From an optimization exercise on the open Yosys and OpenROAD flow, aimed at small area, a short achievable clock period and few clock cycles per item; shortcuts taken in it are not production practice.
At most, simulation tests tie the RTL to the original design; equivalence was not proved.
No activity file was given, so power comes from the tool's default toggle rates.

JK:
## rle_enc
module rle_enc (
    input  wire         clk,
    input  wire         rst,
    input  wire         in_valid,
    output wire         in_ready,
    input  wire [7:0]   in_data,
    input  wire         in_last,
    input  wire [5:0]   unit_size,
    output wire         out_valid,
    input  wire         out_ready,
    output wire [9:0]   out_count,
    output wire [5:0]   out_len,
    output wire [255:0] out_unit,
    output wire         out_last
);
For scale: about 0.014 mm² of cells after synthesis.
==> module rle_enc, before the edit <==
module rle_enc (
    input  wire         clk,
    input  wire         rst,
    input  wire         in_valid,
    output wire         in_ready,
    input  wire [7:0]   in_data,
    input  wire         in_last,
    input  wire [5:0]   unit_size,
    output wire         out_valid,
    input  wire         out_ready,
    output wire [9:0]   out_count,
    output wire [5:0]   out_len,
    output wire [255:0] out_unit,
    output wire         out_last
);
    localparam CHUNK = 1000;
    reg  [7:0]   cur [0:31];
    reg  [4:0]   pos;            
    reg          ns;             
    reg          full_r;         
    reg  [9:0]   chunk_pos;      
    reg          cl;             
    reg          m;              
    reg  [9:0]   cnt;            
    reg  [7:0]   exp_r;          
    reg  [7:0]   in_r;
    reg  [4:0]   p_r;
    reg          v_r;
    reg          fin_r;          
    reg          last_r;         
    reg          o_valid;
    reg          rdy;            
    reg  [9:0]   o_count;
    reg  [5:0]   o_len;
    reg          o_last;
    assign in_ready  = rdy;
    assign out_valid = o_valid;
    assign out_count = o_count;
    assign out_len   = o_len;
    assign out_last  = o_last;
    genvar g;
    generate
        for (g = 0; g < 32; g = g + 1) begin : g_unit
            assign out_unit[8*g +: 8] = cur[g];
        end
    endgenerate
    wire       u1     = (unit_size == 6'd1);
    wire       accept = in_valid && !o_valid;
    wire       eq     = (in_data == exp_r);
    wire       full   = ns ? u1 : full_r;
    wire       ce     = cl || in_last;
    wire       s_end  = full || ce;
    wire       close  = m && (!eq || (ce && !full));
    wire       wr     = v_r && !o_valid;
    wire       o_set  = (accept && close) || (wr && fin_r);
    wire       o_nxt  = o_set || (o_valid && !out_ready);
    wire [31:0] pdec = 32'd1 << pos;
    reg  [7:0]  cur_a;
    integer k, j;
    always @(*) begin
        cur_a = 8'd0;
        for (k = 0; k < 31; k = k + 1)
            cur_a = cur_a | (cur[k + 1] & {8{pdec[k]}});
    end
    wire [7:0] exp_a  = (pos == 5'd0 && p_r == 5'd1) ? in_r : cur_a;
    wire [7:0] exp_0  = (pos == 5'd0) ? in_data :
                        (p_r == 5'd0) ? in_r : cur[0];
    always @(posedge clk) begin
        for (j = 0; j < 32; j = j + 1)
            if (wr && p_r == j)
                cur[j] <= in_r;
        if (!o_valid) begin
            in_r   <= in_data;
            p_r    <= pos;
            fin_r  <= ce;
            last_r <= in_last;
        end
        if (accept) begin
            exp_r  <= s_end ? exp_0 : exp_a;
            full_r <= s_end ? u1 : ({1'b0, pos} + 6'd2 == unit_size);
            if (s_end)
                cnt <= (m && !close) ? cnt + 10'd1 : 10'd1;
        end
        if (!o_valid) begin
            o_count <= cnt;
            o_len   <= (v_r && fin_r) ? {1'b0, p_r} + 6'd1 : unit_size;
            o_last  <= v_r && fin_r && last_r;
        end
    end
    always @(posedge clk) begin
        if (rst) begin
            pos       <= 5'd0;
            ns        <= 1'b1;
            chunk_pos <= 10'd0;
            cl        <= 1'b0;
            m         <= 1'b0;
            v_r       <= 1'b0;
            o_valid   <= 1'b0;
            rdy       <= 1'b1;
        end else begin
            o_valid <= o_nxt;
            rdy     <= !o_nxt;
            if (wr)
                v_r <= 1'b0;
            if (accept) begin
                v_r       <= 1'b1;
                pos       <= s_end ? 5'd0 : pos + 5'd1;
                ns        <= in_last;
                chunk_pos <= ce ? 10'd0 : chunk_pos + 10'd1;
                cl        <= !ce && (chunk_pos == CHUNK - 2);
                if (s_end)
                    m <= !ce;
                else if (close)
                    m <= 1'b0;
            end
        end
    end
endmodule
==> flow/config.mk <==
export PLATFORM = sky130hd
export DESIGN_NAME = rle_enc
export DESIGN_NICKNAME = rle_enc
export VERILOG_FILES = /design/flow/design.v
export SDC_FILE = /design/flow/constraint.sdc
export NUM_CORES = 4
export LEC_CHECK = 0
export CAP_MARGIN = 20
export CORE_MARGIN = 2
export CORE_UTILIZATION = 60
export SETUP_SLACK_MARGIN = 2.6
export SLEW_MARGIN = 20
export BUFFER_PORTS_ARGS = -buffer_cell sky130_fd_sc_hd__buf_1
export CTS_ARGS = -sink_clustering_enable -repair_clock_nets -dont_use_dummy_load -sink_clustering_size 20 -sink_clustering_max_diameter 60 -buf_list "sky130_fd_sc_hd__clkbuf_8 sky130_fd_sc_hd__clkbuf_16"
==> flow/constraint.sdc <==
create_clock -name core_clock -period 5.0 [get_ports {clk}]
set_input_delay 1.0000 -clock core_clock [delete_from_list [all_inputs] [get_ports {clk}]]
set_output_delay 1.0000 -clock core_clock [all_outputs]
set_load 0.01 [all_outputs]
standard.sh (not shown) runs the stock make flow with config.mk's settings and CLKGATE_MAP_FILE= SYNTH_SCRIPT=/design/flow/synth_recipe.tcl, a recipe that flattens the netlist after the stock synthesis.
==> flow/flow/run.sh <==
#!/bin/bash
# Standard ORFS layout (the standard.sh), with two changes made through
# config.mk: the ports are buffered by sky130_fd_sc_hd__buf_1 instead of the
# default buffer that buffer_ports picks, and clock tree synthesis runs
# with the arguments in flow/cts_args.txt (larger sink clusters, no dummy
# loads). Each tool's output is in standard.log.
set -euo pipefail
echo 'export BUFFER_PORTS_ARGS = -buffer_cell sky130_fd_sc_hd__buf_1' >> config.mk
if [[ -s flow/cts_args.txt ]]; then
  echo "export CTS_ARGS = $(cat flow/cts_args.txt)" >> config.mk
fi
bash standard.sh > standard.log 2>&1
==> flow/flow/cts_args.txt <==
-sink_clustering_enable -repair_clock_nets -dont_use_dummy_load -sink_clustering_size 20 -sink_clustering_max_diameter 60 -buf_list "sky130_fd_sc_hd__clkbuf_8 sky130_fd_sc_hd__clkbuf_16"
JK | status: complete | timing, DRC, antenna: pass
The following lists how MS was set up differently from JK:
-- flow/design.v --
<<< JK, line 57
    wire [31:0] pdec = 32'd1 << pos;
    reg  [7:0]  cur_a;
    integer k, j;
    always @(*) begin
        cur_a = 8'd0;
>>> MS, line 57
    wire [31:0] pdec = 32'd1 << pos;
    reg  [7:0]  cur_a;
    integer k;
    always @(*) begin
        cur_a = 8'd0;
<<< JK, line 67
                        (p_r == 5'd0) ? in_r : cur[0];
    always @(posedge clk) begin
        for (j = 0; j < 32; j = j + 1)
            if (wr && p_r == j)
                cur[j] <= in_r;
        if (!o_valid) begin
            in_r   <= in_data;
>>> MS, line 67
                        (p_r == 5'd0) ? in_r : cur[0];
    always @(posedge clk) begin
        if (wr)
            cur[p_r] <= in_r;
        if (!o_valid) begin
            in_r   <= in_data;
### Flow results
Relative to JK, adder-cell share of the synthesized area has decreased by 0.18 points in MS.
Depth of the critical timing path with buffers and inverters included | MS below JK
Going from JK to MS, maximum frequency from static timing analysis grew slightly.
MS vs JK, launching element of the worst setup path: pos[3]$_SDFFE_PP0P_ vs pos[0]$_SDFFE_PP0P_
Comparing JK with MS, the final clock skew came out essentially unchanged.
MS reports a higher worst-case setup slack after placement than JK does.
Going from JK to MS, the worst slew slack as a fraction of its limit was found to have gone down by 6.5 points.
Measured against each other, MS and JK differ in setup slack of the critical path after layout, the higher figure coming from MS.
JK → MS: post-layout net count went down by 13, hold slack went down by 0.0052 ns, area of all placed cells without fillers went down by about 1.7%, cell-internal power went down by 38 µW, area of combinational cells with multiple inputs went down by 2.9%.
On number of placed cells counting well taps, MS and JK are neck and neck.
Function was not checked in any run of this note: the RTL went through the layout flow alone.

---

The RTL this note starts from:
==> flow/design.v <==
module rle_enc (
    input  wire         clk,
    input  wire         rst,
    input  wire         in_valid,
    output wire         in_ready,
    input  wire [7:0]   in_data,
    input  wire         in_last,
    input  wire [5:0]   unit_size,
    output wire         out_valid,
    input  wire         out_ready,
    output wire [9:0]   out_count,
    output wire [5:0]   out_len,
    output wire [255:0] out_unit,
    output wire         out_last
);
    localparam CHUNK = 1000;
    reg  [7:0]   cur [0:31];
    reg  [4:0]   pos;            
    reg  [9:0]   chunk_pos;      
    reg          m;              
    reg  [9:0]   cnt;            
    reg          u1;             
    reg  [7:0]   in_r;
    reg  [4:0]   p_r;
    reg          v_r;
    reg          fin_r;          
    reg          last_r;         
    reg          o_valid;
    reg  [9:0]   o_count;
    reg  [5:0]   o_len;
    reg          o_last;
    assign in_ready  = !o_valid;
    assign out_valid = o_valid;
    assign out_count = o_count;
    assign out_len   = o_len;
    assign out_last  = o_last;
    genvar g;
    generate
        for (g = 0; g < 32; g = g + 1) begin : g_unit
            assign out_unit[8*g +: 8] = cur[g];
        end
    endgenerate
    wire       accept = in_valid && !o_valid;
    wire [7:0] exp_b  = u1 ? in_r : cur[pos];
    wire       eq     = (in_data == exp_b);
    wire       full   = ({1'b0, pos} + 6'd1 == unit_size);
    wire       ce     = (chunk_pos == CHUNK - 1) || in_last;
    wire       s_end  = full || ce;
    wire       close  = m && (!eq || (ce && !full));
    wire       wr     = v_r && !o_valid;
    always @(posedge clk) begin
        if (wr)
            cur[p_r] <= in_r;
        if (accept) begin
            in_r   <= in_data;
            p_r    <= pos;
            fin_r  <= ce;
            last_r <= in_last;
            u1     <= (unit_size == 6'd1);
        end
        if (accept && s_end)
            cnt <= (m && !close) ? cnt + 10'd1 : 10'd1;
        if (accept && close) begin
            o_count <= cnt;
            o_len   <= unit_size;
            o_last  <= 1'b0;
        end else if (wr && fin_r) begin
            o_count <= cnt;
            o_len   <= {1'b0, p_r} + 6'd1;
            o_last  <= last_r;
        end
    end
    always @(posedge clk) begin
        if (rst) begin
            pos       <= 5'd0;
            chunk_pos <= 10'd0;
            m         <= 1'b0;
            v_r       <= 1'b0;
            o_valid   <= 1'b0;
        end else begin
            if (o_valid && out_ready)
                o_valid <= 1'b0;
            if (wr)
                v_r <= 1'b0;
            if ((accept && close) || (wr && fin_r))
                o_valid <= 1'b1;
            if (accept) begin
                v_r       <= 1'b1;
                pos       <= s_end ? 5'd0 : pos + 5'd1;
                chunk_pos <= ce ? 10'd0 : chunk_pos + 10'd1;
                if (s_end)
                    m <= !ce;
                else if (close)
                    m <= 1'b0;
            end
        end
    end
endmodule
Settings: LEC_CHECK=0, CAP_MARGIN=20, CORE_MARGIN=2, CORE_UTILIZATION=40, SLEW_MARGIN=20; clock period 5.0 ns.
run.sh (not shown) runs the stock make flow with config.mk's settings and CLKGATE_MAP_FILE= SYNTH_SCRIPT=/design/flow/synth_recipe.tcl, a recipe that flattens the netlist after the stock synthesis.
Stock flow here: none of the scripts above is used.
Testbench counts at the start, summed over its fixed seeds: cycles 186,589, bytes 184,078.
Next try:
--- a/flow/design.v
+++ b/flow/design.v
@@ -18,7 +18,8 @@
     reg  [4:0]   pos;            
     reg  [9:0]   chunk_pos;      
+    reg          cl;             
     reg          m;              
     reg  [9:0]   cnt;            
-    reg          u1;             
+    reg  [7:0]   exp_r;          
     reg  [7:0]   in_r;
     reg  [4:0]   p_r;
@@ -42,11 +43,14 @@
     endgenerate
     wire       accept = in_valid && !o_valid;
-    wire [7:0] exp_b  = u1 ? in_r : cur[pos];
-    wire       eq     = (in_data == exp_b);
+    wire       eq     = (in_data == exp_r);
     wire       full   = ({1'b0, pos} + 6'd1 == unit_size);
-    wire       ce     = (chunk_pos == CHUNK - 1) || in_last;
+    wire       ce     = cl || in_last;
     wire       s_end  = full || ce;
     wire       close  = m && (!eq || (ce && !full));
     wire       wr     = v_r && !o_valid;
+    wire [4:0] pos1   = pos + 5'd1;
+    wire [7:0] exp_a  = (p_r == pos1) ? in_r : cur[pos1];
+    wire [7:0] exp_0  = (pos == 5'd0) ? in_data :
+                        (p_r == 5'd0) ? in_r : cur[0];
     always @(posedge clk) begin
         if (wr)
@@ -57,16 +61,12 @@
             fin_r  <= ce;
             last_r <= in_last;
-            u1     <= (unit_size == 6'd1);
+            exp_r  <= s_end ? exp_0 : exp_a;
+            if (s_end)
+                cnt <= (m && !close) ? cnt + 10'd1 : 10'd1;
         end
-        if (accept && s_end)
-            cnt <= (m && !close) ? cnt + 10'd1 : 10'd1;
-        if (accept && close) begin
+        if (!o_valid) begin
             o_count <= cnt;
-            o_len   <= unit_size;
-            o_last  <= 1'b0;
-        end else if (wr && fin_r) begin
-            o_count <= cnt;
-            o_len   <= {1'b0, p_r} + 6'd1;
-            o_last  <= last_r;
+            o_len   <= (v_r && fin_r) ? {1'b0, p_r} + 6'd1 : unit_size;
+            o_last  <= v_r && fin_r && last_r;
         end
     end
@@ -75,4 +75,5 @@
             pos       <= 5'd0;
             chunk_pos <= 10'd0;
+            cl        <= 1'b0;
             m         <= 1'b0;
             v_r       <= 1'b0;
@@ -87,6 +88,7 @@
             if (accept) begin
                 v_r       <= 1'b1;
-                pos       <= s_end ? 5'd0 : pos + 5'd1;
+                pos       <= s_end ? 5'd0 : pos1;
                 chunk_pos <= ce ? 10'd0 : chunk_pos + 10'd1;
+                cl        <= !ce && (chunk_pos == CHUNK - 2);
                 if (s_end)
                     m <= !ce;
=> First-iteration DRC count came out lower by 9.3%. Clock power came out higher by about 3%. Non-clock buffer count is unchanged. Worst setup slack is better by 530 ps. Power came out higher by 3.8%. Routed wire length came out higher by 2.8%. Synthesized cell count came out higher by 9.2%. Count of clock-buffer cells in the layout came out higher by 12. Sequential share of layout area came out lower by 1.0 points. Global-route usage is about the same. Cell count came out higher by 7.5%. Clock skew came out higher by 4.6 ps. Die area came out higher by 3.5%. Flip-flop and latch count came out higher by 3.
For the second run of this note, only the layout was checked, not whether the RTL still works.

## what the ideal ports hide
The results above use ideal ports. As a check the final layouts listed here were re-extracted and re-timed, cells and wires unchanged.
Step 1 (the two cells are an assumption about what drives the block):
set clk [get_ports {clk}]
set_driving_cell -lib_cell sky130_fd_sc_hd__clkbuf_16 $clk
set_driving_cell -lib_cell sky130_fd_sc_hd__buf_2 [delete_from_list [all_inputs] $clk]
Step 2 times the ports against the registers' clock, not the clock port: input delays grow and output delays shrink by t, the midpoint of the rising clock arrivals with the driver on.
a / b / c = no drivers / after step 1 / after step 2; a / b = the first two.
run | t, ns | slack for setup (ns) | worst setup path at the end
JK | 0.569 | 2.489 / 2.489 / 2.186 | input to register
MS | 0.567 | 2.521 / 2.521 / 2.187 | input to register
the first run of note 2 | 0.607 | 0.773 / 0.773 / 0.773 | register to register
the second run of note 2 | 0.565 | 1.301 / 1.301 / 1.219 | input to register
After both steps every run listed still meets setup and hold. The setup slack of MS, which loses most, moves by 0.000 ns with the drivers and by -0.334 ns with both steps.
